Source: an optimization exercise on an open RTL-to-GDS flow (aim: small area and a short achievable clock period). Production flows keep margins and buffers that such runs may drop. In this exercise RTL edits were held to simulation tests only and were not proved equivalent to the original. Power figures rest on the tool's default switching activity, not on a simulated workload.

**config.mk**
```make
export PLATFORM = sky130hd
export DESIGN_NAME = circus_core
export DESIGN_NICKNAME = circus_core
export VERILOG_FILES = /design/flow/design.v
export SDC_FILE = /design/flow/constraint.sdc
export NUM_CORES = 4
export LEC_CHECK = 0
export CAP_MARGIN = 20
export CORE_MARGIN = 2
export CORE_UTILIZATION = 40
export CTS_BUF_LIST = sky130_fd_sc_hd__clkbuf_16
export CTS_CLUSTER_DIAMETER = 80
export CTS_CLUSTER_SIZE = 20
export SLEW_MARGIN = 20
```
**constraint.sdc**
```tcl
create_clock -name core_clock -period 11.0 [get_ports {clk}]
set_input_delay 2.2000 -clock core_clock [delete_from_list [all_inputs] [get_ports {clk}]]
set_output_delay 2.2000 -clock core_clock [all_outputs]
set_load 0.01 [all_outputs]
```
**design.v**
```verilog
module circus_crc3 (
    input  wire [7:0] b0,
    input  wire [7:0] b1,
    input  wire [7:0] b2,
    output reg  [7:0] crc
);
    localparam [7:0] CRC_POLY = 8'h07;
    localparam [7:0] CRC_SEED = 8'hFF;
    reg [7:0] x;
    integer   k;
    integer   n;
    always @* begin
        x = CRC_SEED;
        for (n = 0; n < 3; n = n + 1) begin
            case (n)
                0:       x = x ^ b0;
                1:       x = x ^ b1;
                default: x = x ^ b2;
            endcase
            for (k = 0; k < 8; k = k + 1) begin
                if (x[7]) x = {x[6:0], 1'b0} ^ CRC_POLY;
                else      x = {x[6:0], 1'b0};
            end
        end
        crc = x;
    end
endmodule
module circus_core (
    input  wire        clk,
    input  wire        rst,           
    input  wire        tick,          
    input  wire        rx_valid,      
    input  wire [7:0]  rx_data,
    input  wire [1:0]  rx_err,
    input  wire        tx_ready,      
    input  wire        h_valid,       
    input  wire [39:0] h_cmd,
    output reg         tx_valid,      
    output reg  [7:0]  tx_data,
    output reg         act_valid,     
    output wire [7:0]  act_addr,
    output reg         alarm_valid,   
    output reg  [2:0]  alarm_id,
    output reg         milli_strobe,  
    output reg         h_rvalid,      
    output reg         h_ok,
    output reg  [15:0] h_rdata
);
    reg [127:0] rf;         
    reg [63:0]  at;         
    reg [3:0]   stf;
    reg [15:0]  tic;
    reg [15:0]  milli;
    reg [7:0]   micro;
    reg [2:0]   dow;
    reg [2:0]   dead;       
    reg [31:0]  frame;      
    reg [2:0]   rxidx;      
    reg [2:0]   txidx;      
    reg [1:0]   rxerr;
    reg         tx_en;
    function [15:0] rd8(input [127:0] v, input [2:0] a);
        integer n;
        begin
            rd8 = 16'd0;
            for (n = 0; n < 8; n = n + 1)
                rd8 = rd8 | (v[16*n +: 16] & {16{a == n[2:0]}});
        end
    endfunction
    assign act_addr = frame[23:16];
    wire        cm        = tick & (&micro);           
    wire        ct        = cm & (&milli[9:0]);        
    wire        mid       = ct & (&tic);               
    wire [7:0]  micro_a   = micro + {7'd0, tick};
    wire [15:0] milli_inc = milli + 16'd1;
    reg  [15:0] tpre;    
    integer     pw_, pk_;
    always @* begin
        tpre = {tic[14:0], 1'b1};
        for (pw_ = 1; pw_ < 16; pw_ = pw_ * 2)
            for (pk_ = 15; pk_ >= 0; pk_ = pk_ - 1)
                if (pk_ >= pw_)
                    tpre[pk_] = tpre[pk_] & tpre[pk_ - pw_];
    end
    wire [15:0] tic_inc   = tic ^ tpre;
    wire [15:0] milli_a   = cm ? milli_inc : milli;
    wire [15:0] tic_a     = ct ? tic_inc : tic;
    wire [2:0]  dow_inc   = (dow == 3'd7) ? 3'd1 : dow + 3'd1;
    wire [2:0]  dow_a     = mid ? dow_inc : dow;
    wire        dnz       = (dead != 3'd0);
    wire        dnz_a     = dnz & ~(tick & (dead == 3'd1));
    wire [2:0]  dead_t    = (tick & dnz) ? dead - 3'd1 : dead;
    wire [2:0]  pos     = dnz_a ? rxidx : 3'd0;
    wire [2:0]  rxidx_a = rx_valid ? pos + 3'd1 : rxidx;
    wire [1:0]  rxerr_a = (rx_valid & (rxerr == 2'd0)) ? rx_err : rxerr;
    wire [2:0]  dead_n  = rx_valid ? 3'd4 : dead_t;
    reg  [31:0] frame_a;
    reg  [3:0]  fw;         
    integer b;
    always @* begin
        frame_a = frame;
        for (b = 0; b < 4; b = b + 1) begin
            fw[b] = rx_valid & (dnz_a ? (rxidx == b[2:0]) : (b == 0));
            if (fw[b])
                frame_a[8*b +: 8] = rx_data;
        end
    end
    function [7:0] crc_step(input [7:0] c, input [7:0] d);
        reg [7:0] x;
        integer n;
        begin
            x = c ^ d;
            for (n = 0; n < 8; n = n + 1)
                x = x[7] ? ({x[6:0], 1'b0} ^ 8'h07) : {x[6:0], 1'b0};
            crc_step = x;
        end
    endfunction
    wire [7:0]  crun_n = crc_step(fw[0] ? 8'hFF : crun, rx_data);
    wire        go      = tx_ready & tx_en;
    wire        tx_hit  = rx_valid & (dnz_a ? (rxidx == txidx) : (txidx == 3'd0));
    wire [7:0]  tx_byte = tx_hit ? rx_data : frame[8*txidx[1:0] +: 8];
    wire [2:0]  tx_inc  = txidx + 3'd1;
    wire [2:0]  txidx_a = go ? tx_inc : txidx;
    wire        tx_en_a = go ? ~(txidx[1] & txidx[0]) : tx_en;
    wire        full  = rxidx[2];
    wire        p_ok  = full & ~rx_valid;                  
    wire        p_ovr = full & rx_valid & dnz_a;           
    wire        proc  = p_ok | p_ovr;
    reg  [7:0]  crun;
    reg         crc_okq;
    wire [7:0]  crc_in = crun;
    wire        crc_ok = crc_okq;
    wire        err    = (rxerr != 2'd0);
    wire [3:0]  nib    = frame[19:16];
    wire [3:0]  tgt    = frame[23:20];
    wire        wbit   = frame[19];
    wire [2:0]  idx    = frame[18:16];
    wire        valid  = ~err & crc_ok;
    wire        own    = (tgt == 4'd3);
    wire        hit    = valid & (own | (tgt == 4'd0));
    wire [15:0] old    = rd8(rf, idx);
    wire [7:0]  e2 = {4'd3, 4'd3 ^ nib};
    wire [7:0]  c2 = {4'd3, 4'd2 ^ nib};
    wire [7:0]  v2 = {4'd3, 4'd1 ^ nib};
    reg  [23:0] s;
    always @* begin
        if (err)
            s = {e2, 8'd0, 6'd0, rxerr};
        else if (!crc_ok)
            s = {c2, frame[31:24], crc_in};
        else
            s = {4'd3, nib, old};
    end
    wire [7:0]  crc_s;
    circus_crc3 u_crc_s (.b0(s[7:0]), .b1(s[15:8]), .b2(s[23:16]), .crc(crc_s));
    wire [31:0] f_ok = {crc_s, s};
    wire [7:0]  crc_v;
    circus_crc3 u_crc_v (.b0(8'd5), .b1({5'd0, txidx_a}), .b2(v2), .crc(crc_v));
    wire [31:0] f_ovr = {crc_v, v2, 5'd0, txidx_a, 8'd5};
    wire        p_chg   = p_ok & ~(valid & ~own);
    reg  [31:0] frame_n;
    reg         fk;
    always @* begin
        for (b = 0; b < 4; b = b + 1) begin
            fk = ~(p_chg | p_ovr | fw[b]);
            frame_n[8*b +: 8] = ({8{p_chg}} & f_ok[8*b +: 8]) | ({8{p_ovr}} & f_ovr[8*b +: 8])
                              | ({8{fw[b]}} & rx_data) | ({8{fk}} & frame[8*b +: 8]);
        end
    end
    wire [2:0]  rxidx_n = proc ? 3'd0 : rxidx_a;
    wire [2:0]  txidx_n = proc ? 3'd0 : txidx_a;
    wire        tx_en_n = proc | tx_en_a;
    wire [1:0]  rxerr_n = proc ? 2'd0 : rxerr_a;
    wire        act     = p_ok & hit;
    wire        pw   = p_ok & hit & wbit;                  
    wire        pclr = p_ok & valid & own & (idx == 3'd0);  
    function [1:0] cmp16(input [15:0] x, input [15:0] y);  
        reg [15:0] g, e;
        reg [7:0]  g1, e1;
        reg [3:0]  g2, e2;
        reg [1:0]  g3, e3;
        integer n;
        begin
            g = x & ~y;
            e = ~(x ^ y);
            for (n = 0; n < 8; n = n + 1) begin
                g1[n] = g[2*n+1] | (e[2*n+1] & g[2*n]);
                e1[n] = e[2*n+1] & e[2*n];
            end
            for (n = 0; n < 4; n = n + 1) begin
                g2[n] = g1[2*n+1] | (e1[2*n+1] & g1[2*n]);
                e2[n] = e1[2*n+1] & e1[2*n];
            end
            for (n = 0; n < 2; n = n + 1) begin
                g3[n] = g2[2*n+1] | (e2[2*n+1] & g2[2*n]);
                e3[n] = e2[2*n+1] & e2[2*n];
            end
            cmp16 = {g3[1] | (e3[1] & g3[0]), e3[1] & e3[0]};
        end
    endfunction
    reg  [3:0] ge0, ge1;
    reg  [1:0] c;
    wire       tmax = &tic;
    integer i;
    always @* begin
        for (i = 0; i < 4; i = i + 1) begin
            c      = cmp16(tic_inc, at[16*i +: 16]);
            ge0[i] = tmax | c[1];
            ge1[i] = c[1] | c[0];
        end
    end
    wire        ctq      = (&micro) & (&milli[9:0]);   
    wire [3:0]  dueN     = stf & ge0;
    wire [3:0]  stfT     = tmax ? rf[3:0] : stf;       
    wire [3:0]  dueT     = stfT & ge1;
    wire        sched_en = |dueN;
    wire        adv      = tick & ctq;
    wire [3:0]  due      = adv ? dueT : dueN;
    wire [3:0]  oh       = due & ~{due[2:0], 1'b0} & ~{due[1:0], 2'b0} & ~{due[0], 3'b0};
    wire [3:0]  r0s      = (full & hit & wbit & (idx == 3'd0)) ? frame[3:0] : rf[3:0];
    wire [3:0]  r0p      = rx_valid ? rf[3:0] : r0s;
    wire [2:0]  anum     = {oh[3], oh[2] | oh[1], oh[2] | oh[0]};
    wire        aemit    = sched_en & |(oh & r0p);
    wire [3:0]  stf_n    = (adv ? stfT : stf) & ~(oh & {4{sched_en}});
    wire [3:0]  op   = h_cmd[39:36];
    wire [3:0]  ha   = h_cmd[35:32];
    wire [15:0] w1   = h_cmd[31:16];
    wire [15:0] w0   = h_cmd[15:0];
    wire [2:0]  r    = ha[2:0];
    wire [3:0]  a1h  = {ha == 4'd4, ha == 4'd3, ha == 4'd2, ha == 4'd1};
    wire        aok  = |a1h;
    reg  [7:0]  r1h, i1h;
    integer     j;
    always @* begin
        for (j = 0; j < 8; j = j + 1) begin
            r1h[j] = (r == j[2:0]);
            i1h[j] = (idx == j[2:0]);
        end
    end
    reg  [15:0] at_rd;
    always @* begin
        at_rd = 16'd0;
        for (j = 0; j < 4; j = j + 1)
            at_rd = at_rd | (at[16*j +: 16] & {16{a1h[j]}});
    end
    wire        hpw  = full & hit & wbit & |(r1h & i1h);
    wire        hclr = full & valid & own & i1h[0] & r1h[0];
    reg  [15:0] hold;
    always @* begin
        hold = ((hpw & ~rx_valid) ? frame[15:0] : rd8(rf, r));
        if (hclr & ~rx_valid)
            hold[5] = 1'b0;
    end
    reg  [15:0] h_data;
    reg         h_okv;
    always @* begin
        h_okv  = 1'b0;
        h_data = 16'h0000;
        case (op)
            4'h0: h_okv = 1'b1;
            4'h1: begin h_okv = 1'b1; h_data = tic_a; end
            4'h2: begin h_okv = 1'b1; h_data = milli_a; end
            4'h3: begin h_okv = 1'b1; h_data = {8'h00, micro_a}; end
            4'h4: begin h_okv = 1'b1; h_data = {13'd0, dow_a}; end
            4'h5: begin h_okv = 1'b1; h_data = hold; end
            4'h6: h_okv = 1'b1;
            4'h7: begin h_okv = 1'b1; h_data = hold; end
            4'h8: begin h_okv = aok; h_data = at_rd; end
            4'h9: h_okv = aok;
            4'hA: h_okv = 1'b1;
            default: ;
        endcase
    end
    wire        hw      = h_valid & (op[3:1] == 3'b011);    
    wire [15:0] hw_data = w0 | (hold & w1 & {16{op[0]}});
    wire        aw      = h_valid & (op == 4'h9);
    wire        settime = h_valid & (op == 4'hA);
    wire [15:0] hwd_r = hw_data & {16{~rst}};
    wire [15:0] frd_r = frame[15:0] & {16{~rst}};
    wire [15:0] w0_r  = w0 & {16{~rst}};
    reg  [127:0] rf_n;
    reg  [63:0]  at_n;
    reg          hs, ps, kp;
    integer      q;
    always @* begin
        for (q = 0; q < 8; q = q + 1) begin
            hs = hw & r1h[q];
            ps = pw & i1h[q] & ~hs;
            kp = ~(rst | hs | ps);
            rf_n[16*q +: 16] = ({16{hs}} & hwd_r) | ({16{ps}} & frd_r)
                             | ({16{kp}} & rf[16*q +: 16]);
        end
        if (pclr & ~(hw & r1h[0]))
            rf_n[5] = 1'b0;
        for (q = 0; q < 4; q = q + 1) begin
            hs = aw & a1h[q];
            kp = ~(rst | hs);
            at_n[16*q +: 16] = ({16{hs}} & w0_r) | ({16{kp}} & at[16*q +: 16]);
        end
    end
    integer k;
    always @(posedge clk) begin
        rf <= rf_n;
        at <= at_n;
        if (rst) begin
            stf          <= 4'd0;
            tic          <= 16'd0;
            milli        <= 16'd0;
            micro        <= 8'd0;
            dow          <= 3'd1;
            rxidx        <= 3'd0;
            txidx        <= 3'd0;
            rxerr        <= 2'd0;
            tx_en        <= 1'b0;
            tx_valid     <= 1'b0;
            act_valid    <= 1'b0;
            alarm_valid  <= 1'b0;
            milli_strobe <= 1'b0;
            h_rvalid     <= 1'b0;
        end else begin
            stf          <= stf_n;
            tic          <= settime ? w0 : tic_a;
            milli        <= settime ? w1 : milli_a;
            micro        <= micro_a;
            dow          <= dow_a;
            rxidx        <= rxidx_n;
            txidx        <= txidx_n;
            rxerr        <= rxerr_n;
            tx_en        <= tx_en_n;
            tx_valid     <= go;
            act_valid    <= act;
            alarm_valid  <= aemit;
            milli_strobe <= cm;
            h_rvalid     <= h_valid;
        end
        dead    <= rst ? 3'd0 : dead_n;
        if (fw[0] | fw[1] | fw[2])
            crun <= crun_n;
        if (fw[3])
            crc_okq <= (crun == rx_data);
        frame   <= frame_n;
        tx_data <= tx_byte;
        alarm_id <= anum;
        h_ok    <= h_okv;
        h_rdata <= h_data;
    end
endmodule
```
**flow/run.sh**
```bash
#!/bin/bash
# The standard layout (standard.sh: standard synthesis, floorplan,
# placement, CTS, routing) with these flow settings changed:
#  - timing repair up to CTS is asked to leave 7 ns of setup slack at the
#    11 ns clock, so that it sizes and buffers the design for a shorter
#    achieved period; the repair after global routing asks for 6.8 ns;
#  - the buffers ABC put into the synthesized netlist are removed at
#    floorplan (repair_design/repair_timing then buffer where needed);
#  - every input and output port still gets its own buffer, but buf_1 is
#    used for it (repair upsizes it where timing needs).
# CTS buffer list and clustering come from config.mk (the standard flow's config.mk).
# Each make run's output goes to its own log here; each ORFS step keeps its
# own log under orfs/logs/.
set -euo pipefail
export REMOVE_ABC_BUFFERS=1
export BUFFER_PORTS_ARGS="-buffer_cell sky130_fd_sc_hd__buf_1"
SETUP_SLACK_MARGIN=7 bash standard.sh cts > standard_to_cts.log 2>&1
SETUP_SLACK_MARGIN=6.8 bash standard.sh > standard_finish.log 2>&1
```
**standard.sh**
```bash
#!/bin/bash
# synth_recipe.tcl (not shown) runs the flow's synth.tcl, then flattens the netlist and writes it again
# the make line also repeats each setting of config.mk as NAME=value (left out here)
make -C /OpenROAD-flow-scripts/flow DESIGN_CONFIG=/design/flow/config.mk WORK_HOME=/design/flow/orfs CLKGATE_MAP_FILE= SYNTH_SCRIPT=/design/flow/synth_recipe.tcl "${@:-finish}"
```
==> qor.csv, run 1 <==
metric,value,unit
# H-tree levels,1,
routed vias/inst,6.469,
Slowest cell on crit path,or2_4,
Worst VDD drop,0.1249,mV
Synth Register Bits,325,
total wire length,72880,µm
First-pass DRT Iterations,8,
final hold vios,0,
clock latency (worst-skew pair),0.58,ns
number of buffers added on ports,96,
Worst Skew,0.03866,ns
Setup WS post-layout,6.912,ns
Post-Syn Area,18470,µm²
setup tns final,0,ns
Die H,218.9,µm
leakage,6.973,nW
Final GP Congestion,0.9518,
Post-synth EDFFs,9,
initial antenna violation count,0,
fin crit share,0.3717,
crit path time final,4.088,ns
n_diodes,0,
ys async rst share,0,
Worst R2R Path Depth,18,
Sink Count,325,
"Arr. time, crit path",4.58,ns
hold path startpoint,at[0],
Final setup viols,0,
Routed wire per std cell,26.29,µm
Max Fclk,244.6,MHz
fill cell count,4453,
Synth cell types,70,
# hold bufs at CTS,0,
"Cell Count, Final, Fillers Out",2772,
# rows,78,
largest net degree at the start of global routing,65,
critical path endpoint category,register,
r2r endpoint,stf[2],
Clock Path Buffers,3,
area grow syn2layout,11.77,%
Tot Pwr,3.292,mW
num ports,97,
Placed Instances,2715,
sequential-to-total area share from yosys stat,0.3571,
Multi-input gate area,11480,µm²
first-pass GRT wire length,107500,µm
share of cells above drive strength 1,0.1174,
hold crit path type,reg -> reg,
reg-to-reg startpoint,tic[1],
worst-path cell chain,buf_6 > nor2b_4 > nand3_2 > nor4_4 > and2_4 > nand4_1 > buf_6 > nand4_1 > o21ai_2 > a21oi_2 > a31oi_1 > or2_4 > o221ai_1,
DRC,0,
final net count,2291,
WP data required,11.49,ns
DIE AREA,47910,µm²
most frequent cells in the layout,"nand2_1 (331), dfxtp_1 (312), nor2_1 (133)",
root buf cell,clkbuf_16,
"slowest stage delay, CP",0.33,ns
RSZ-0062 raised after global routing,yes,
number of global-route vias before repair,17197,
routed via count,17932,
Reg2Reg Setup Slack,6.99,ns
Syn Inst Count,2158,
CTS tree,yes,
maximum fanout along the worst path,17,
post-route ant nets,0,
predominant post-synthesis flop cell,dfxtp_1,
CP Class,in -> reg,
gr ovfl total,0,
hold endpoint,at[0],
post-route cell area,20650,µm²
PD cells,159.4,nW/µm²
Seq. cell area,6601,µm²
Initial Util,0.4062,
DP Wirelength,48490,µm
Yosys warnings,2,
Slew HR,0.1649,
number of max-cap violations,0,
final slew viol count,0,
"CTS clk-pin slew, worst paths",0.09,ns
chip width,218.9,µm
Placed Area,19230,µm²
Critical Path Source Type,input pin,
CORE AREA,45480,µm²
"most common cell after layout, fill and taps aside",nand2_1,
Mean Syn Cell Area,8.560,µm²
worst hold path cell count,2,
status,no timing/DRC/antenna violations,
CTS Buf Count,22,
Total GRT Usage,0.2948,
post-place setup slack,4.483,ns
Worst Max-Slew Pin Slew,1.249,ns
initial DRC count,2396,
critical path, delay by kind of cell:
family | cells | cell delay (ns)
and+or+nand+nor | 7 | 1.41
buffers and inverters | 2 | 0.41
AOI/OAI and AO/OA | 4 | 0.54
final cells by class:
type | count | area share
Timing Repair Buffer | 143 | 0.03691
Inverter | 84 | 0.01527
Clock inverter | 14 | 0.007575
Multi-Input combinational cell | 1583 | 0.5563
Tap cell | 600 | 0.03636
Clock buffer | 23 | 0.02788
Sequential cell | 325 | 0.3197
layer usage:
| metal | GRT usage | vias to the layer above | wire, µm |
|---|---|---|---|
| met4 | 0.1471 | 0 | 4121 |
| met2 | 0.4828 | 1102 | 33590 |
| met5 | 0 | - | 0 |
| met3 | 0.04685 | 233 | 6644 |
| li1 | - | 7893 | - |
| met1 | 0.3767 | 8704 | 28530 |
worst max-delay path by stage:
stage,from,endpoint,depth (start not counted)
floorplan,rx_valid,rf[49],9
global placement,rx_valid,rf[101],13
finish,rx_valid,rf[85],13
global route,tic[2],alarm_valid,20
detailed placement,rx_valid,rf[85],13
CTS,rx_valid,rf[85],13
synthesized netlist by cell type, types with 9 or more instances:
cell / instances / share of area
and3_1: 22 / 0.0075
xor2_1: 57 / 0.027
nand4_1: 29 / 0.0098
o21bai_1: 10 / 0.0041
inv_1: 84 / 0.017
o21ai_0: 55 / 0.015
or2_2: 13 / 0.0044
a211oi_1: 44 / 0.018
mux4_2: 24 / 0.029
xnor2_1: 92 / 0.044
a21o_1: 22 / 0.0089
o221ai_1: 129 / 0.061
a22oi_1: 51 / 0.021
a22o_1: 30 / 0.014
mux2_2: 20 / 0.012
nor2_1: 139 / 0.028
mux2i_1: 33 / 0.018
a221oi_1: 42 / 0.020
nand3_1: 27 / 0.0073
buf_2: 17 / 0.0046
nand2b_1: 24 / 0.0081
a21oi_1: 106 / 0.029
buf_4: 10 / 0.0041
a222oi_1: 9 / 0.0049
o22ai_1: 21 / 0.0071
nor2b_1: 24 / 0.0081
ha_1: 76 / 0.051
a31oi_1: 25 / 0.0085
nand2_1: 346 / 0.070
and2_1: 11 / 0.0037
clkbuf_1: 134 / 0.027
edfxtp_1: 9 / 0.015
nor3_1: 14 / 0.0038
dfxtp_1: 316 / 0.34
where the power goes:
part           total [mW]  switching [mW]  internal (mW)
clock               0.921           0.466          0.455
sequential           1.34          0.0935           1.25
combinational        1.03           0.583          0.444
total                3.29            1.14           2.15
cell families (layout without fill, tap and decap cells):
logic type                 after synthesis  after routing  share of synthesized area
and+or+nand+nor                        676            676                     0.1626
AOI/OAI and AO/OA                      598            598                     0.2378
DFF                                    325            325                     0.3571
buffers and inverters                  250            264                    0.05480
xor gates and xnor gates               156            156                    0.07681
muxes                                   77             77                    0.05934
adders and majority gates               76             76                    0.05148
registers in the layout, indices dropped and copies added (netlist names), 16 cells and up:
register / count
rf: 128
at: 64
frame: 32
h_rdata: 16
milli: 16
tic: 16
repair_timing:
item | 4_1_cts | 5_1_grt
cloned | 1 | 0
endpoints found under the setup margin | 240 | 8
gates resized for setup | 120 | 6
buffers inserted | 18 | 0
pin swaps | 9 | 3
stage by stage:
step	hold slack, ns	util
after floorplan	0.4430	-
after global placement	0.4589	0.4228
after detailed placement	0.4636	0.4228
after CTS	0.4749	0.4530
after global routing	0.4992	0.4540
final	0.4738	0.4540
==> run 2: changes to the inputs <==
--- a/design.v
+++ b/design.v
@@ -149,7 +149,7 @@
         else if (!crc_ok)
             s = {c2, frame[31:24], crc_in};
         else
-            s = {4'd3, nib, old};
+            s = {frame[23:16], old};
     end
     wire [7:0]  crc_s;
     circus_crc3 u_crc_s (.b0(s[7:0]), .b1(s[15:8]), .b2(s[23:16]), .crc(crc_s));
--- a/flow/run.sh
+++ b/flow/run.sh
@@ -2,8 +2,8 @@
 # The standard layout (standard.sh: standard synthesis, floorplan,
 # placement, CTS, routing) with these flow settings changed:
 #  - timing repair up to CTS is asked to leave 7 ns of setup slack at the
-#    11 ns clock, so that it sizes and buffers the design for a shorter
-#    achieved period; the repair after global routing asks for 6.8 ns;
+#    11 ns clock, so that it sizes the design for a shorter achieved period;
+#    the repair after global routing asks for 6.8 ns;
 #  - the buffers ABC put into the synthesized netlist are removed at
 #    floorplan (repair_design/repair_timing then buffer where needed);
 #  - every input and output port still gets its own buffer, but buf_1 is
@@ -14,5 +14,6 @@
 set -euo pipefail
 export REMOVE_ABC_BUFFERS=1
 export BUFFER_PORTS_ARGS="-buffer_cell sky130_fd_sc_hd__buf_1"
+export SETUP_MOVE_SEQUENCE="unbuffer,sizeup,swap"
 SETUP_SLACK_MARGIN=7 bash standard.sh cts > standard_to_cts.log 2>&1
 SETUP_SLACK_MARGIN=6.8 bash standard.sh > standard_finish.log 2>&1
==> qor.csv, run 2 <==
metric,value,unit,change
Worst VDD drop,0.1173,mV,-6.1%
DIE AREA,48760,µm²,+1.8%
Final setup viols,0,,unchanged
critical path endpoint category,register,,
CTS Buf Count,22,,unchanged
RSZ-0062 raised after global routing,yes,,
area grow syn2layout,10.95,%,
Yosys top cell area share,0.3364,,-0.006039
Fin Hold WS,0.4777,ns,+0.003910 ns
initial antenna violation count,2,,+2
number of global-route vias before repair,17075,,-0.71%
gr ovfl total,0,,unchanged
Worst Max-Slew Pin Slew,1.151,ns,-0.09723 ns
Slew HR,0.2273,,+0.06235
fin crit share,0.3780,,+0.006371
crit path time final,4.158,ns,+0.07008 ns
"Cell Count, Final, Fillers Out",2813,,+1.5%
number of max-cap violations,0,,unchanged
"count leader, synth",nand2_1,,
Setup WS post-layout,6.842,ns,-0.07008 ns
hold crit path type,reg -> reg,,
chip width,220.8,µm,+0.88%
final hold vios,0,,unchanged
Largest regs,"rf (128), at (64), frame (32)",,
final slew viol count,0,,unchanged
Synth cell types,87,,+24%
PD cells,160.7,nW/µm²,+0.77%
clock latency (worst-skew pair),0.57,ns,about the same
max reg flops,128,,unchanged
Largest Register,rf,,
maximum fanout along the worst path,18,,+1
post-route ant nets,0,,unchanged
ys async rst share,0,,unchanged
Die H,220.8,µm,+0.88%
number of buffers added on ports,96,,unchanged
Worst Skew,0.02010,ns,-0.01857 ns
Syn Inst Count,2187,,+1.3%
"Arr. time, crit path",4.63,ns,+0.05 ns
# H-tree levels,1,,unchanged
critical path's top delay family,simple AND/OR/NAND/NOR gates,,
Initial Util,0.4047,,-0.001417
Reg2Reg Setup Slack,6.91,ns,-0.08 ns
Critical Path Source Type,input pin,,
"slowest stage delay, CP",0.67,ns,+0.34 ns
fill cell count,4565,,+2.5%
share of cells above drive strength 1,0.1116,,-0.005839
predominant post-synthesis flop cell,dfxtp_1,,
Clock Path Buffers,3,,unchanged
# rows,79,,+1.3%
"most common cell after layout, fill and taps aside",nand2_1,,
Mean Syn Cell Area,8.598,µm²,+0.45%
Final GP Congestion,0.9770,,+2.6%
commonest cells in the netlist,"nand2_1 (345), dfxtp_1 (316), nor2_1 (142)",,
Post-Syn Area,18800,µm²,+1.8%
most frequent cells in the layout,"nand2_1 (336), dfxtp_1 (309), nor2_1 (136)",,
CORE AREA,46460,µm²,+2.2%
num ports,97,,unchanged
First-pass DRT Iterations,7,,-1
largest net degree at the start of global routing,65,,unchanged
initial DRC count,2471,,+3.1%
status,no timing/DRC/antenna violations,,
setup bufs post-CTS,0,,-18
Max Fclk,240.5,MHz,-1.7%
Slowest cell on crit path,a31oi_1,,
final net count,2325,,+1.5%
"CTS clk-pin slew, worst paths",0.09,ns,about the same
Total GRT Usage,0.2849,,-0.009943
root buf cell,clkbuf_16,,
Synth area leaders,"dfxtp_1 (34%), nand2_1 (6.9%), o221ai_1 (6.0%)",,
DP Wirelength,49750,µm,+2.6%
sequential-to-total area share from yosys stat,0.3508,,-0.006297
Synth Register Bits,325,,unchanged
Post-synth EDFFs,9,,unchanged
routed vias/inst,6.399,,-1.1%
CP Buf/Inv Count,2,,unchanged
Placed Instances,2776,,+2.2%
Sink Count,325,,unchanged
DRC,0,,unchanged
Yosys warnings,2,,unchanged
post-place setup slack,5.539,ns,+1.056 ns
first-pass GRT wire length,108300,µm,+0.70%
leakage,7.123,nW,+2.1%
Yosys top cell by area,dfxtp_1,,
setup tns final,0,ns,unchanged
worst-path cell chain,buf_1 > nor2b_2 > and3_2 > nand2_2 > nand2b_1 > a31oi_1 > buf_4 > nand2_1 > o221ai_1,,
routed via count,18000,,+0.38%
CTS tree,yes,,
WP data required,11.47,ns,-0.02 ns
Routed wire per std cell,25.84,µm,-1.7%
total wire length,72690,µm,-0.26%
CP Class,in -> reg,,
run 2: cell types whose count changed after synthesis, sizes merged, moves of 8 or more:
cell / change
a31oi: -13
a221oi: +11
nand4: -8
nand3: +33
a22oi: -34
a21oi: +12
xnor2: +10
clkbuf: -20
o21ai: +14
mux2i: +8
a22o: +17
run 2: metrics by stage:
stage	cell area, µm²	total power, mW	utilization
floorplan	18100	2.099	-
global placement	19540	2.378	0.4206
detailed placement	19570	2.386	0.4212
CTS	20790	3.329	0.4475
global route	20860	3.467	0.4490
finish	20860	3.352	0.4490
run 2: cell type report:
type / instances / area, µm² / share of cell area
sequential: 325 / 6608 / 0.3167
multi-input combinational: 1626 / 11740 / 0.5625
antenna: 1 / 2.502 / 0.0001200
timing repair buffer: 135 / 690.7 / 0.03311
tap: 607 / 759.5 / 0.03641
inverter: 83 / 311.5 / 0.01493
clock inverter: 13 / 178.9 / 0.008577
clock buffer: 23 / 575.6 / 0.02759
run 2: per-layer routing:
metal  share of wire  vias up  global-route usage
met5               0        -                   0
met4           0.048        0              0.1163
met3            0.11      197             0.07223
met2            0.44     1076              0.4354
met1            0.41     8714              0.3832
li1                -     8013                   -
run 2: cell families (layout without fill, tap and decap cells):
kind of cell	after synthesis	after routing	share of synthesized area
multiplexers	78	78	0.05763
flip-flops	325	325	0.3508
buffers and inverters	236	254	0.05410
other	0	1	0
AO/OA/AOI/OAI	611	611	0.2398
adder cells (fa/ha/maj)	76	76	0.05057
XOR/XNOR	161	161	0.08098
AND/OR/NAND/NOR	700	700	0.1662
run 2: worst register-to-register path: cells and delay by family, from the launching register on:
| family | cells | cell delay (ns) |
|---|---|---|
| compound gates | 8 | 1.93 |
| fa+ha+maj | 1 | 0.32 |
| xor+xnor | 1 | 0.31 |
| simple gates | 6 | 1.05 |
| flops | 1 | 0.39 |
run 2: path summary, 6_finish.rpt:
path	from	endpoint	cells after the start
setup / recovery	h_cmd[38]	rf[58]	9
hold / removal	at[60]	at[60]	2
setup reg to reg	tic[2]	alarm_valid	16
hold reg to reg	at[60]	at[60]	2
run 2: power breakdown:
part	switching, mW	internal, mW	total [mW]
registers	0.0921	1.25	1.34
logic	0.603	0.458	1.06
clock network	0.469	0.479	0.947
run 2: repair_timing:
action / in CTS / in global routing
hold buffers: 0 / 0
endpoints found under the setup margin: 210 / 9
pin swaps: 16 / 5
gates resized for setup: 116 / 10
==> run 3: changes to the inputs <==
--- a/design.v
+++ b/design.v
@@ -47,7 +47,7 @@
     output reg  [15:0] h_rdata
 );
     reg [127:0] rf;         
-    reg [63:0]  at;         
+    reg [63:0]  atn;        
     reg [3:0]   stf;
     reg [15:0]  tic;
     reg [15:0]  milli;
@@ -149,7 +149,7 @@
         else if (!crc_ok)
             s = {c2, frame[31:24], crc_in};
         else
-            s = {frame[23:16], old};
+            s = {4'd3, nib, old};
     end
     wire [7:0]  crc_s;
     circus_crc3 u_crc_s (.b0(s[7:0]), .b1(s[15:8]), .b2(s[23:16]), .crc(crc_s));
@@ -174,15 +174,15 @@
     wire        act     = p_ok & hit;
     wire        pw   = p_ok & hit & wbit;                  
     wire        pclr = p_ok & valid & own & (idx == 3'd0);  
-    function [1:0] cmp16(input [15:0] x, input [15:0] y);  
+    function [1:0] cmp16(input [15:0] x, input [15:0] yn);  
         reg [15:0] g, e;
         reg [7:0]  g1, e1;
         reg [3:0]  g2, e2;
         reg [1:0]  g3, e3;
         integer n;
         begin
-            g = x & ~y;
-            e = ~(x ^ y);
+            g = x & yn;
+            e = x ^ yn;
             for (n = 0; n < 8; n = n + 1) begin
                 g1[n] = g[2*n+1] | (e[2*n+1] & g[2*n]);
                 e1[n] = e[2*n+1] & e[2*n];
@@ -204,7 +204,7 @@
     integer i;
     always @* begin
         for (i = 0; i < 4; i = i + 1) begin
-            c      = cmp16(tic_inc, at[16*i +: 16]);
+            c      = cmp16(tic_inc, atn[16*i +: 16]);
             ge0[i] = tmax | c[1];
             ge1[i] = c[1] | c[0];
         end
@@ -241,7 +241,7 @@
     always @* begin
         at_rd = 16'd0;
         for (j = 0; j < 4; j = j + 1)
-            at_rd = at_rd | (at[16*j +: 16] & {16{a1h[j]}});
+            at_rd = at_rd | (~atn[16*j +: 16] & {16{a1h[j]}});
     end
     wire        hpw  = full & hit & wbit & |(r1h & i1h);
     wire        hclr = full & valid & own & i1h[0] & r1h[0];
@@ -295,13 +295,13 @@
         for (q = 0; q < 4; q = q + 1) begin
             hs = aw & a1h[q];
             kp = ~(rst | hs);
-            at_n[16*q +: 16] = ({16{hs}} & w0_r) | ({16{kp}} & at[16*q +: 16]);
+            at_n[16*q +: 16] = ({16{hs | rst}} & ~w0_r) | ({16{kp}} & atn[16*q +: 16]);
         end
     end
     integer k;
     always @(posedge clk) begin
         rf <= rf_n;
-        at <= at_n;
+        atn <= at_n;
         if (rst) begin
             stf          <= 4'd0;
             tic          <= 16'd0;
==> flow/run.sh (replaced) <==
#!/bin/bash
# The standard layout (standard.sh: standard synthesis, floorplan,
# placement, CTS, routing) with these flow settings changed:
#  - timing repair up to CTS is asked to leave 7 ns of setup slack at the
#    11 ns clock, so that it sizes and buffers the design for a shorter
#    achieved period; the repair after global routing asks for 6.8 ns;
#  - the buffers ABC put into the synthesized netlist are removed at
#    floorplan (repair_design/repair_timing then buffer where needed);
#  - every input and output port still gets its own buffer, but buf_1 is
#    used for it (repair upsizes it where timing needs).
# CTS buffer list and clustering come from config.mk (the standard flow's config.mk).
# Each make run's output goes to its own log here; each ORFS step keeps its
# own log under orfs/logs/.
set -euo pipefail
export REMOVE_ABC_BUFFERS=1
export BUFFER_PORTS_ARGS="-buffer_cell sky130_fd_sc_hd__buf_1"
SETUP_SLACK_MARGIN=7 bash standard.sh cts > standard_to_cts.log 2>&1
SETUP_SLACK_MARGIN=6.8 bash standard.sh > standard_finish.log 2>&1
==> qor.csv, run 3 <==
metric,value,unit,change
status,no timing/DRC/antenna violations,,
DP Wirelength,47210,µm,-5.1%
gr ovfl total,0,,unchanged
Syn Inst Count,1911,,-13%
n_diodes,0,,-1
Final GP Congestion,0.9271,,-5.1%
chip width,216.7,µm,-1.9%
root buf cell,clkbuf_16,,
Yosys warnings,2,,unchanged
ys async rst share,0,,unchanged
# H-tree levels,1,,unchanged
Initial Util,0.4075,,+0.002759
Synth cell types,79,,-9.2%
first-pass GRT wire length,101900,µm,-5.8%
Max Fclk,232.9,MHz,-3.1%
Reg2Reg Setup Slack,6.86,ns,-0.05 ns
sequential-to-total area share from yosys stat,0.3999,,+0.04905
Clock Path Buffers,3,,unchanged
leakage,7.379,nW,+3.6%
most frequent cells in the layout,"nand2_1 (250), dfxtp_1 (246), nor2_1 (133)",,
Synth Register Bits,325,,unchanged
fill cell count,4286,,-6.1%
area grow syn2layout,12.11,%,
"CTS clk-pin slew, worst paths",0.08,ns,about the same
share of cells above drive strength 1,0.1231,,+0.01153
Total GRT Usage,0.2852,,+0.0003227
Yosys top cell area share,0.2787,,-0.05770
First-pass DRT Iterations,6,,-1
largest net degree at the start of global routing,63,,-3.1%
CP Class,in -> reg,,
"most common cell after layout, fill and taps aside",nand2_1,,
setup tns final,0,ns,unchanged
maximum fanout along the worst path,18,,unchanged
final slew viol count,0,,unchanged
# rows,77,,-2.5%
post-route cell area,20290,µm²,-2.7%
routed vias/inst,6.518,,+1.9%
DIE AREA,46960,µm²,-3.7%
critical path endpoint category,register,,
WP data required,11.46,ns,about the same
Routed wire per std cell,26.96,µm,+4.3%
final hold vios,0,,unchanged
Die H,216.7,µm,-1.9%
Sink Count,325,,unchanged
RSZ-0062 raised after global routing,yes,,
clock latency (worst-skew pair),0.57,ns,about the same
Worst Max-Slew Pin Slew,1.006,ns,-0.1456 ns
Post-Syn Area,18100,µm²,-3.7%
number of buffers added on ports,96,,unchanged
CTS Buf Count,22,,unchanged
# hold bufs at CTS,0,,unchanged
PD cells,154.4,nW/µm²,-3.9%
num ports,97,,unchanged
Final setup viols,0,,unchanged
routed via count,16673,,-7.4%
"count leader, synth",nand2_1,,
final net count,2087,,-10%
Mean Syn Cell Area,9.471,µm²,+10%
hold crit path type,reg -> reg,,
fin crit share,0.3903,,+0.01222
CORE AREA,44410,µm²,-4.4%
Placed Area,18980,µm²,-3.0%
Critical Path Source Type,input pin,,
initial antenna violation count,0,,-2
predominant post-synthesis flop cell,dfxtp_1,,
Worst VDD drop,0.1344,mV,+15%
CTS tree,yes,,
"Arr. time, crit path",4.76,ns,+0.13 ns
Post-synth EDFFs,73,,+64
total wire length,68970,µm,-5.1%
commonest cells in the netlist,"nand2_1 (258), dfxtp_1 (252), nor2_1 (135)",,
crit path time final,4.293,ns,+0.1344 ns
initial DRC count,2335,,-5.5%
number of max-cap violations,0,,unchanged
DRC,0,,unchanged
Worst Skew,0.01952,ns,-0.0005743 ns
Yosys top cell by area,dfxtp_1,,
Slew HR,0.3295,,+0.1022
Synth area leaders,"dfxtp_1 (28%), edfxtp_1 (12%), o221ai_1 (6.1%)",,
post-route ant nets,0,,unchanged
number of global-route vias before repair,15884,,-7.0%
-- run 3: changes by cell type in the layout (fill, tap and decap cells not counted), sizes merged, moves of 15 or more --
cell,previous run,this run
nand2,345,258
a21oi,118,52
dfxtp,316,252
edfxtp,9,73
inv,88,29
a22o,47,16
o22ai,26,52
a221oi,53,28
a22oi,17,42
buf,133,153
nand3,60,40
nand2b,30,11
xnor2,109,90
o21bai,16,1
-- run 3: what timing repair did --
action	4_1_cts	5_1_grt
buffers inserted	14	3
gates cloned	0	0
pin swaps	14	3
endpoints found under the setup margin	157	67
resized for setup	96	10
-- run 3: path summary, 6_finish.rpt --
kind,startpoint,to,depth (start not counted)
max reg2reg,tic[2],stf[3],17
min reg2reg,tx_en,tx_en,2
min,tx_en,tx_en,2
max,h_cmd[39],rf[28],9
-- run 3: cell families (layout without fill, tap and decap cells) --
logic type	after synthesis	after routing	synth area share
flip-flops	325	325	0.3999
multiplexers	82	82	0.06574
AO/OA/AOI/OAI	544	544	0.2218
XOR/XNOR	154	154	0.07729
adder cells (fa/ha/maj)	76	76	0.05254
AND/OR/NAND/NOR	573	573	0.1435
buffers and inverters	157	212	0.03920
-- run 3: stage by stage --
step	setup slack [ns]	hold slack (ns)	cells	utilization	total power, mW
floorplan	5.335	0.4438	1777	-	1.991
global placement	5.576	0.4609	2504	0.4268	2.258
detailed placement	5.396	0.4752	2506	0.4273	2.263
CTS	6.927	0.4870	2555	0.4553	3.115
global route	6.713	0.5198	2558	0.4568	3.240
finish	6.707	0.4852	2558	0.4568	3.133
-- run 3: final cells by class --
| cell class | count | area [µm²] | share of cell area |
|---|---|---|---|
| inverter | 23 | 86.33 | 0.004255 |
| clock inverter | 12 | 85.08 | 0.004193 |
| sequential | 325 | 7249 | 0.3573 |
| multi-input combinational | 1429 | 10740 | 0.5291 |
| timing repair buffer | 154 | 817.0 | 0.04027 |
| tap | 592 | 740.7 | 0.03651 |
| clock buffer | 23 | 575.6 | 0.02837 |
-- run 3: worst max-delay path: stages --
cell	delay, ns
buf_1	0.25
nor2b_1	0.13
and3_1	0.37
nand2_2	0.54
nand2_1	0.17
a21oi_2	0.55
buf_4	0.35
nand2_1	0.08
o221ai_1	0.08
-- run 3: power breakdown --
group	internal (mW)	switching, mW	leakage, nW
Combinational	0.351	0.492	4.28
Clock	0.387	0.462	0.329
Sequential	1.31	0.131	2.77
-- run 3: layer usage --
metal | share of wire | wire (µm) | GRT usage
met5 | 0 | 0 | 0
met4 | 0.049 | 3401 | 0.1263
met3 | 0.10 | 6942 | 0.05572
met2 | 0.45 | 31150 | 0.4520
met1 | 0.40 | 27480 | 0.3775
==> run 4: changes to the inputs <==
--- a/design.v
+++ b/design.v
@@ -138,7 +138,16 @@
     wire        valid  = ~err & crc_ok;
     wire        own    = (tgt == 4'd3);
     wire        hit    = valid & (own | (tgt == 4'd0));
-    wire [15:0] old    = rd8(rf, idx);
+    reg  [7:0]  i1h;
+    reg  [15:0] old;
+    integer     jj;
+    always @* begin
+        old = 16'd0;
+        for (jj = 0; jj < 8; jj = jj + 1) begin
+            i1h[jj] = (idx == jj[2:0]);
+            old = old | (rf[16*jj +: 16] & {16{i1h[jj]}});
+        end
+    end
     wire [7:0]  e2 = {4'd3, 4'd3 ^ nib};
     wire [7:0]  c2 = {4'd3, 4'd2 ^ nib};
     wire [7:0]  v2 = {4'd3, 4'd1 ^ nib};
@@ -229,12 +238,11 @@
     wire [2:0]  r    = ha[2:0];
     wire [3:0]  a1h  = {ha == 4'd4, ha == 4'd3, ha == 4'd2, ha == 4'd1};
     wire        aok  = |a1h;
-    reg  [7:0]  r1h, i1h;
+    reg  [7:0]  r1h;
     integer     j;
     always @* begin
         for (j = 0; j < 8; j = j + 1) begin
             r1h[j] = (r == j[2:0]);
-            i1h[j] = (idx == j[2:0]);
         end
     end
     reg  [15:0] at_rd;
==> qor.csv, run 4 <==
metric,value,unit,change
number of global-route vias before repair,16087,,+1.3%
num ports,97,,unchanged
Synth area leaders,"dfxtp_1 (28%), edfxtp_1 (12%), o221ai_1 (5.9%)",,
crit path time final,4.148,ns,-0.1446 ns
Synth cell types,87,,+10%
Slowest cell on crit path,a32oi_2,,
Post-synth EDFFs,73,,unchanged
PD cells,148.9,nW/µm²,-3.6%
First-pass DRT Iterations,6,,unchanged
Die H,217.6,µm,+0.39%
first-pass GRT wire length,101400,µm,-0.55%
switching share of total power,0.3386,,-0.007847
n_diodes,0,,unchanged
Logic pwr share,0.255,,-0.014
Worst VDD drop,0.09760,mV,-27%
critical path's top delay family,compound AO/OA/AOI/OAI gates,,
Worst Skew,0.01914,ns,-0.0003808 ns
Reg2Reg Setup Slack,7.03,ns,+0.17 ns
# rows,78,,+1.3%
DRC,0,,unchanged
"CTS clk-pin slew, worst paths",0.09,ns,about the same
setup tns final,0,ns,unchanged
Tot Pwr,3.054,mW,-2.5%
CP Class,in -> reg,,
clock power share,0.279,,+0.008
root buf cell,clkbuf_16,,
Worst R2R Path Depth,17,,unchanged
post-layout util,0.4539,,-0.002931
routed via count,16832,,+0.95%
Routed wire per std cell,26.86,µm,-0.38%
WP data required,11.46,ns,about the same
post-place setup slack,5.057,ns,-0.3393 ns
sw power,1.034,mW,-4.8%
critical path launch point,rx_valid,,
Yosys warnings,2,,unchanged
maximum fanout along the worst path,17,,-1
routed vias/inst,6.567,,+0.76%
initial antenna violation count,0,,unchanged
CTS tree,yes,,
Placed Area,19170,µm²,+1.0%
Worst Max-Slew Pin Slew,1.235,ns,+0.2290 ns
Final GP Congestion,0.9165,,-1.1%
Initial Util,0.4037,,-0.003750
worst-path cell chain,buf_6 > nor2b_4 > nand3_2 > nor4_4 > and2_4 > nand4_1 > buf_4 > bufbuf_16 > a31oi_1 > a32oi_2 > o221ai_1,,
clock latency (worst-skew pair),0.57,ns,about the same
initial DRC count,2572,,+10%
final slew viol count,0,,unchanged
number of max-cap violations,0,,unchanged
Placed Instances,2504,,-0.080%
final hold vios,0,,unchanged
fin crit share,0.3771,,-0.01314
Mean Syn Cell Area,9.592,µm²,+1.3%
final net count,2083,,-0.19%
sequential-to-total area share from yosys stat,0.3967,,-0.003181
Sink Count,325,,unchanged
largest net degree at the start of global routing,59,,-6.3%
leakage,7.445,nW,+0.90%
most frequent cells in the layout,"nand2_1 (249), dfxtp_1 (249), nor2_1 (134)",,
fill cell count,4259,,-0.63%
worst setup path endpoint,rf[113],,
"Cell Count, Final, Fillers Out",2563,,+0.20%
RSZ-0062 raised after global routing,yes,,
critical path endpoint category,register,,
Synth Register Bits,325,,unchanged
Yosys top cell area share,0.2765,,-0.002218
post-route cell area,20510,µm²,+1.1%
DIE AREA,47330,µm²,+0.79%
chip width,217.6,µm,+0.39%
area grow syn2layout,12.42,%,
commonest cells in the netlist,"dfxtp_1 (252), nand2_1 (252), nor2_1 (137)",,
CP Buf/Inv Count,3,,+1
ys async rst share,0,,unchanged
number of buffers added on ports,96,,unchanged
status,no timing/DRC/antenna violations,,
predominant post-synthesis flop cell,dfxtp_1,,
Critical Path Source Type,input pin,,
Pint,2.020,mW,-1.4%
WP depth,11,,+2
# H-tree levels,1,,unchanged
Total GRT Usage,0.2821,,-0.003164
share of cells above drive strength 1,0.1279,,+0.004773
Setup WS post-layout,6.852,ns,+0.1446 ns
reg-to-reg startpoint,tic[1],,
gr ovfl total,0,,unchanged
DP Wirelength,46390,µm,-1.7%
Yosys top cell by area,dfxtp_1,,
total wire length,68840,µm,-0.18%
"slowest stage delay, CP",0.34,ns,-0.21 ns
"Arr. time, crit path",4.60,ns,-0.16 ns
Clock Path Buffers,3,,unchanged
Slew HR,0.1768,,-0.1527
CTS Buf Count,22,,unchanged
Final setup viols,0,,unchanged
Post-Syn Area,18240,µm²,+0.80%
CORE AREA,45190,µm²,+1.7%
Fin Hold WS,0.4978,ns,+0.01261 ns
Syn Inst Count,1902,,-0.47%
hold crit path type,reg -> reg,,
Max Fclk,241.1,MHz,+3.5%
post-route ant nets,0,,unchanged
r2r endpoint,stf[2],,
Flop pwr share,0.466,,+0.006
run 4: cell types whose count changed after synthesis, moves of 7 or more:
cell	change
a221oi_1	+15
o2111ai_1	+7
xor2_1	-16
xnor2_1	+11
and3_1	-10
mux2i_1	+7
a21oi_1	-13
o21a_1	-12
a22oi_1	-25
a22o_1	+13
run 4: timing repair:
action	4_1_cts	5_1_grt
pin swaps	18	1
buffers inserted	18	2
cloned	1	0
hold buffers	0	0
setup endpoints to repair	183	21
gates resized for setup	78	7
run 4: power groups by stage:
stage	clock network, mW	registers (mW)	logic, mW
final	0.852	1.42	0.780
after detailed placement	0	1.44	0.750
after global routing	0.899	1.43	0.831
after global placement	0	1.44	0.736
after floorplan	0	1.44	0.513
after CTS	0.857	1.42	0.764
run 4: cells by family (layout without fill, tap and decap cells):
group / after synthesis / count (layout) / synth area share
compound gates: 545 / 545 / 0.2255
xor+xnor: 156 / 156 / 0.08052
fa+ha+maj: 76 / 76 / 0.05212
buf+inv: 162 / 223 / 0.04005
flops: 325 / 325 / 0.3967
mux: 90 / 90 / 0.06886
simple gates: 548 / 548 / 0.1363
run 4: worst min path at each step:
stage                       from     end  slack (ns)  cells past startpoint
after CTS                  tx_en   tx_en        0.49                      2
final                      tx_en   tx_en        0.50                      2
after global placement     tx_en   tx_en        0.46                      2
after detailed placement   tx_en   tx_en        0.47                      2
after global routing      rf[34]  rf[34]        0.52                      2
after floorplan            tx_en   tx_en        0.44                      2
run 4: metal layers:
layer	global-route usage	share of wire	up-vias
li1	-	-	7327
met1	0.3841	0.41	8180
met2	0.4294	0.43	1108
met3	0.04616	0.10	217
met4	0.1482	0.057	0
met5	0	0	-
run 4: tightest hold or removal path: cells and delay by family, from the launching register on:
family,cells,cell delay (ns)
flip-flops,1,0.33
AND/OR/NAND/NOR,1,0.06
AO/OA/AOI/OAI,1,0.06
run 4: layout make-up:
type | count | area (µm²) | area share
clock buffer | 23 | 575.6 | 0.02806
clock inverter | 13 | 91.34 | 0.004453
inverter | 26 | 97.59 | 0.004758
multi-input combinational | 1415 | 10800 | 0.5267
sequential | 325 | 7241 | 0.3530
tap | 600 | 750.7 | 0.03660
timing repair buffer | 161 | 952.2 | 0.04643
==> run 5: changes to the inputs <==
--- a/design.v
+++ b/design.v
@@ -139,27 +139,24 @@
     wire        own    = (tgt == 4'd3);
     wire        hit    = valid & (own | (tgt == 4'd0));
     reg  [7:0]  i1h;
-    reg  [15:0] old;
     integer     jj;
     always @* begin
-        old = 16'd0;
-        for (jj = 0; jj < 8; jj = jj + 1) begin
+        for (jj = 0; jj < 8; jj = jj + 1)
             i1h[jj] = (idx == jj[2:0]);
-            old = old | (rf[16*jj +: 16] & {16{i1h[jj]}});
-        end
     end
     wire [7:0]  e2 = {4'd3, 4'd3 ^ nib};
     wire [7:0]  c2 = {4'd3, 4'd2 ^ nib};
     wire [7:0]  v2 = {4'd3, 4'd1 ^ nib};
-    reg  [23:0] s;
+    wire        s_e = err;
+    wire        s_c = ~err & ~crc_ok;
+    wire        s_o = ~err & crc_ok;
+    reg  [15:0] s10;
     always @* begin
-        if (err)
-            s = {e2, 8'd0, 6'd0, rxerr};
-        else if (!crc_ok)
-            s = {c2, frame[31:24], crc_in};
-        else
-            s = {4'd3, nib, old};
+        s10 = ({16{s_c}} & {frame[31:24], crc_in}) | ({16{s_e}} & {14'd0, rxerr});
+        for (jj = 0; jj < 8; jj = jj + 1)
+            s10 = s10 | (rf[16*jj +: 16] & {16{s_o & i1h[jj]}});
     end
+    wire [23:0] s = {4'd3, nib ^ {2'b00, ~s_o, s_e}, s10};
     wire [7:0]  crc_s;
     circus_crc3 u_crc_s (.b0(s[7:0]), .b1(s[15:8]), .b2(s[23:16]), .crc(crc_s));
     wire [31:0] f_ok = {crc_s, s};
==> qor.csv, run 5 <==
metric,value,unit,change
Yosys top cell area share,0.2808,,+0.004295
"CTS clk-pin slew, worst paths",0.08,ns,about the same
predominant post-synthesis flop cell,dfxtp_1,,
final hold vios,0,,unchanged
Worst Max-Slew Pin Slew,1.101,ns,-0.1340 ns
Max Used Layer,met4,,
critical path endpoint category,register,,
Slew HR,0.2639,,+0.08713
Multi-input gate area,10500,µm²,-2.8%
leakage,7.578,nW,+1.8%
Synth Register Bits,325,,unchanged
Reg2Reg Setup Slack,6.91,ns,-0.12 ns
Max Fclk,244.3,MHz,+1.3%
Final setup viols,0,,unchanged
initial DRC count,2014,,-22%
WP data required,11.46,ns,about the same
Post-synth EDFFs,73,,unchanged
Yosys warnings,2,,unchanged
first-pass GRT wire length,102100,µm,+0.69%
"most common cell after layout, fill and taps aside",dfxtp_1,,
CORE AREA,44320,µm²,-1.9%
area grow syn2layout,12.52,%,about the same
commonest cells in the netlist,"dfxtp_1 (252), nor2_1 (242), clkbuf_1 (120)",,
"Arr. time, crit path",4.56,ns,-0.04 ns
routed via count,16664,,-1.0%
setup tns final,0,ns,unchanged
total wire length,68810,µm,about the same
Syn Inst Count,1906,,+0.21%
largest net degree at the start of global routing,66,,+12%
routed vias/inst,6.520,,-0.73%
met1 WL,28090,µm,-0.59%
Routed wire per std cell,26.92,µm,+0.22%
Tot Pwr,3.368,mW,+10%
number of buffers added on ports,96,,unchanged
Fin Hold WS,0.4891,ns,-0.008733 ns
CP Buf/Inv Count,1,,-2
Initial Util,0.4054,,+0.001615
# H-tree levels,1,,unchanged
status,no timing/DRC/antenna violations,,
Worst VDD drop,0.1588,mV,+63%
gr ovfl total,0,,unchanged
critical path's top delay family,simple AND/OR/NAND/NOR gates,,
Total GRT Usage,0.2856,,+0.003539
Placed Area,18880,µm²,-1.5%
First-pass DRT Iterations,8,,+2
root buf cell,clkbuf_16,,
Worst Skew,0.03104,ns,+0.01190 ns
DRC,0,,unchanged
RSZ-0062 raised after global routing,yes,,
clock latency (worst-skew pair),0.57,ns,about the same
DP Wirelength,47140,µm,+1.6%
most frequent cells in the layout,"dfxtp_1 (247), nor2_1 (237), a221o_1 (116)",,
Seq. cell area,7248,µm²,+0.10%
CTS Buf Count,23,,+4.5%
Final GP Congestion,0.9489,,+3.5%
CP Class,reg -> reg,,
Sink Count,325,,unchanged
chip width,215.9,µm,-0.75%
crit path time final,4.093,ns,-0.05523 ns
CTS tree,yes,,
fill cell count,4287,,+0.66%
DR WL met2,30830,µm,+4.1%
fin crit share,0.3721,,-0.005021
DIE AREA,46620,µm²,-1.5%
post-route cell area,20210,µm²,-1.4%
"slowest stage delay, CP",0.39,ns,+0.05 ns
"count leader, synth",dfxtp_1,,
Slowest cell on crit path,dfxtp_4,,
initial antenna violation count,1,,+1
met3 WL,5815,µm,-17%
share of cells above drive strength 1,0.1161,,-0.01172
final slew viol count,0,,unchanged
post-route ant nets,0,,unchanged
number of max-cap violations,0,,unchanged
Synth cell types,71,,-18%
Post-Syn Area,17960,µm²,-1.5%
# rows,77,,-1.3%
Yosys top cell by area,dfxtp_1,,
ys async rst share,0,,unchanged
"Cell Count, Final, Fillers Out",2556,,-0.27%
number of global-route vias before repair,16120,,+0.21%
worst-path cell chain,ha_4 > and3_4 > and3_4 > and3_4 > and3_4 > xor2_4 > buf_6 > ha_4 > a21o_1 > a21o_1 > a21o_1 > a2111oi_4 > nor2b_1 > o21ai_1 > a21o_1 > and2_1 > or3_4 > a311oi_2,,
final net count,2081,,-0.096%
hold crit path type,reg -> reg,,
maximum fanout along the worst path,4,,-13
Synth area leaders,"dfxtp_1 (28%), edfxtp_1 (12%), a221o_1 (6.5%)",,
Die H,215.9,µm,-0.75%
Critical Path Source Type,register,,
num ports,97,,unchanged
Mean Syn Cell Area,9.425,µm²,-1.7%
sequential-to-total area share from yosys stat,0.4028,,+0.006161
Placed Instances,2484,,-0.80%
Clock Path Buffers,3,,unchanged
PD cells,166.6,nW/µm²,+12%
run 5: cell types whose count changed after synthesis, sizes merged, moves of 41 or more:
cell    change
nand2     -145
a221o     +114
o221ai    -110
nor2      +105
and3       +41
run 5: cell type report:
type                    instances  area share
clock inverters                16    0.005695
multi-input cells            1417      0.5193
diodes                          1   0.0001238
clock buffers                  23     0.02847
repair buffers                167     0.04834
well taps                     592     0.03665
inverters                      15    0.002786
flip-flops and latches        325      0.3586
run 5: kinds of logic after synthesis:
group / Yosys count / share of synthesized area
simple gates: 594 / 0.1580
flops: 325 / 0.4028
buf+inv: 164 / 0.03858
xor+xnor: 163 / 0.08274
compound gates: 541 / 0.2347
fa+ha+maj: 76 / 0.05293
mux: 43 / 0.03016
run 5: stage by stage:
stage	util	setup slack [ns]
2_1_floorplan	-	5.375
3_3_place_gp	0.4256	5.667
3_5_place_dp	0.4261	5.654
4_1_cts	0.4556	6.938
5_1_grt	0.4561	6.741
6_report	0.4561	6.907
run 5: final timing paths:
check	startpoint	to	cells past startpoint
max	tic[1]	stf[2]	18
min	tx_en	tx_en	2
max reg2reg	tic[1]	stf[2]	18
min reg2reg	tx_en	tx_en	2
run 5: repair_timing:
item                       in CTS  in global routing
hold buffers                    0                  0
pin swaps                      18                  2
hold endpoints to repair        0                  0
setup endpoints to repair     201                 17
setup buffers                  32                  0
gates resized for setup        80                  7
run 5: power breakdown:
| part | leakage (nW) | switching [mW] | internal [mW] |
|---|---|---|---|
| logic | 4.45 | 0.579 | 0.486 |
| registers | 2.77 | 0.129 | 1.31 |
| clock network | 0.353 | 0.471 | 0.394 |
run 5: metal layers:
metal / track usage / vias up
li1: - / 7327
met2: 0.4505 / 940
met1: 0.3711 / 8155
met4: 0.1521 / 0
met5: 0 / -
met3: 0.05356 / 242
run 5: worst min-delay path, stage by stage, from the launching register on:
cell and delay [ns]:
dfxtp_1 0.33, nand2_1 0.06, a21oi_1 0.06
==> run 6: changes to the inputs <==
--- a/config.mk
+++ b/config.mk
@@ -11,4 +11,5 @@
 export CTS_BUF_LIST = sky130_fd_sc_hd__clkbuf_16
 export CTS_CLUSTER_DIAMETER = 80
 export CTS_CLUSTER_SIZE = 20
+export GPL_ROUTABILITY_DRIVEN = 0
 export SLEW_MARGIN = 20
==> qor.csv, run 6 <==
metric,value,unit,change
initial antenna violation count,1,,unchanged
critical path endpoint category,register,,
"Cell Count, Final, Fillers Out",2556,,unchanged
worst hold path cell count,2,,unchanged
DIE AREA,46620,µm²,unchanged
first-pass GRT wire length,101500,µm,-0.62%
Tot Pwr,3.373,mW,+0.14%
post-route cell area,20210,µm²,unchanged
number of max-cap violations,0,,unchanged
leakage,7.558,nW,-0.27%
Worst R2R Path Depth,16,,-2
hold crit path type,reg -> reg,,
Seq. cell area,7251,µm²,about the same
# H-tree levels,1,,unchanged
Yosys warnings,2,,unchanged
clock latency (worst-skew pair),0.58,ns,about the same
initial DRC count,2576,,+28%
Slew HR,0.2948,,+0.03091
WP data required,11.47,ns,about the same
sequential-to-total area share from yosys stat,0.4028,,unchanged
Routed wire per std cell,26.81,µm,-0.42%
most frequent cells in the layout,"dfxtp_1 (245), nor2_1 (236), a221o_1 (116)",,
num ports,97,,unchanged
# hold bufs at CTS,0,,unchanged
Clock Path Buffers,3,,unchanged
fill cell count,4241,,-1.1%
Synth area leaders,"dfxtp_1 (28%), edfxtp_1 (12%), a221o_1 (6.5%)",,
root buf cell,clkbuf_16,,
DRC,0,,unchanged
Post-Syn Area,17960,µm²,unchanged
setup tns final,0,ns,unchanged
Sink Count,325,,unchanged
r2r endpoint,stf[2],,
CP Class,in -> reg,,
Critical Path Source Type,input pin,,
"Arr. time, crit path",4.59,ns,+0.03 ns
RSZ-0062 raised after global routing,no,,
CORE AREA,44320,µm²,unchanged
Syn Inst Count,1906,,unchanged
final slew viol count,0,,unchanged
Max Fclk,242.7,MHz,-0.65%
PD cells,166.9,nW/µm²,+0.14%
final net count,2080,,-0.048%
final hold vios,0,,unchanged
# rows,77,,unchanged
gr ovfl total,0,,unchanged
Mean Syn Cell Area,9.425,µm²,unchanged
Placed Area,18840,µm²,-0.20%
total wire length,68520,µm,-0.42%
CTS Buf Count,23,,unchanged
"most common cell after layout, fill and taps aside",dfxtp_1,,
Initial Util,0.4054,,unchanged
routed via count,16572,,-0.55%
Max Used Layer,met4,,
chip width,215.9,µm,unchanged
Worst Max-Slew Pin Slew,1.054,ns,-0.04643 ns
crit path time final,4.120,ns,+0.02685 ns
area grow syn2layout,12.52,%,unchanged
Yosys top cell by area,dfxtp_1,,
Synth cell types,71,,unchanged
Yosys top cell area share,0.2808,,unchanged
Multi-input gate area,10520,µm²,+0.19%
Die H,215.9,µm,unchanged
maximum fanout along the worst path,23,,+19
Fin Hold WS,0.4972,ns,+0.008120 ns
Final setup viols,0,,unchanged
predominant post-synthesis flop cell,dfxtp_1,,
Synth Register Bits,325,,unchanged
DR WL met2,30910,µm,+0.27%
post-place setup slack,5.765,ns,+0.1113 ns
met3 WL,6596,µm,+13%
First-pass DRT Iterations,8,,unchanged
Post-synth EDFFs,73,,unchanged
number of global-route vias before repair,15962,,-0.98%
"count leader, synth",dfxtp_1,,
post-layout util,0.4561,,unchanged
post-route ant nets,0,,unchanged
commonest cells in the netlist,"dfxtp_1 (252), nor2_1 (242), clkbuf_1 (120)",,
ys async rst share,0,,unchanged
met1 WL,27080,µm,-3.6%
Worst VDD drop,0.2161,mV,+36%
DP Wirelength,46670,µm,-0.99%
"CTS clk-pin slew, worst paths",0.08,ns,about the same
fin crit share,0.3745,,+0.002441
Reg2Reg Setup Slack,6.90,ns,about the same
status,no timing/DRC/antenna violations,,
routed vias/inst,6.484,,-0.55%
share of cells above drive strength 1,0.1182,,+0.002098
Placed Instances,2482,,-0.081%
reg-to-reg startpoint,tic[0],,
Total GRT Usage,0.2841,,-0.001529
Setup WS post-layout,6.880,ns,-0.02685 ns
Worst Skew,0.03627,ns,+0.005234 ns
number of buffers added on ports,96,,unchanged
hold endpoint,tx_en,,
largest net degree at the start of global routing,66,,unchanged
hold path startpoint,tx_en,,
CTS tree,yes,,
[run 6: cell counts after synthesis]
No cell type changed its count.
[run 6: worst max path at each step]
stage                     startpoint       end  slack [ns]  cells past startpoint
after floorplan            h_cmd[32]  register        5.37                      3
after global placement     h_cmd[38]   rf[111]        5.81                      8
after detailed placement   h_cmd[38]   rf[111]        5.77                      8
after CTS                     tic[0]    stf[2]        6.96                     15
after global routing       h_cmd[33]    rf[23]        6.81                      9
final                      h_cmd[38]   rf[111]        6.88                      8
[run 6: power by group]
part / internal [mW] / switching [mW] / total, mW
logic: 0.483 / 0.580 / 1.06
registers: 1.31 / 0.136 / 1.45
clock network: 0.393 / 0.472 / 0.864
total: 2.19 / 1.19 / 3.37
[run 6: cells by family after synthesis]
| group | after synthesis | share of synthesized area |
|---|---|---|
| adders and majority gates | 76 | 0.05293 |
| AOI/OAI and AO/OA | 541 | 0.2347 |
| buffers and inverters | 164 | 0.03858 |
| muxes | 43 | 0.03016 |
| and+or+nand+nor | 594 | 0.1580 |
| xor gates and xnor gates | 163 | 0.08274 |
| DFF | 325 | 0.4028 |
[run 6: what timing repair did]
item | 4_1_cts | 5_1_grt
setup buffers | 30 | 3
resized for setup | 94 | 4
endpoints found under the hold margin | 0 | 0
pin swaps | 21 | 0
setup endpoints to repair | 201 | 20
[run 6: final cells by class]
class                      count  share of cell area
multi-input combinational   1417              0.5203
clock buffer                  23             0.02847
clock inverter                16            0.005633
timing repair buffer         166             0.04698
tap                          592             0.03665
inverter                      15            0.002971
sequential                   325              0.3587
antenna                        2           0.0002476
[run 6: critical path: stages]
cell,delay (ns)
buf_1,0.26
nor2b_1,0.23
and3_1,0.19
buf_4,0.30
and2_2,0.59
a211oi_4,0.19
buf_4,0.27
a221o_1,0.35
[run 6: metal layers]
layer	vias to the layer above	global-route usage
li1	7310	-
met1	8019	0.3687
met2	1014	0.4505
met3	229	0.05102
met4	0	0.1509
met5	-	0

static timing again, ports no longer ideal:
No port has a modelled driver above. Below, the same layouts with a new extraction and two added sets of constraints.
Step 1 sets driving cells, clkbuf_16 on the clock port and buf_2 on the other inputs (assumed; they add their load-dependent delay and slew).
Step 2 also shifts input and output timing later by t, the mid clock arrival at the registers, as if the neighbouring blocks saw the same clock.
Slacks: ideal ports / drivers / drivers and shift; pairs: ideal ports / drivers.
run | t (ns) | slack for setup (ns) | latest minus earliest clock arrival (ns) | worst register clock-pin slew, ns | cell pins on the clock port's net
run 1 | 0.623 | 6.912 / 6.937 / 6.313 | 0.039 / 0.039 | 0.09 / 0.09 | 1
run 2 | 0.622 | 6.842 / 6.879 / 6.257 | 0.020 / 0.020 | 0.09 / 0.09 | 1
run 3 | 0.619 | 6.707 / 6.743 / 6.123 | 0.021 / 0.021 | 0.09 / 0.09 | 1
run 4 | 0.609 | 6.852 / 6.873 / 6.265 | 0.019 / 0.019 | 0.09 / 0.09 | 1
run 5 | 0.610 | 6.907 / 6.907 / 6.304 | 0.033 / 0.032 | 0.09 / 0.09 | 1
run 6 | 0.621 | 6.880 / 6.902 / 6.283 | 0.036 / 0.037 | 0.09 / 0.09 | 1
After both steps setup and hold are still met in every run listed. The setup slack of run 5, which loses most, moves by 0.000 ns with the drivers and by -0.603 ns with both steps.
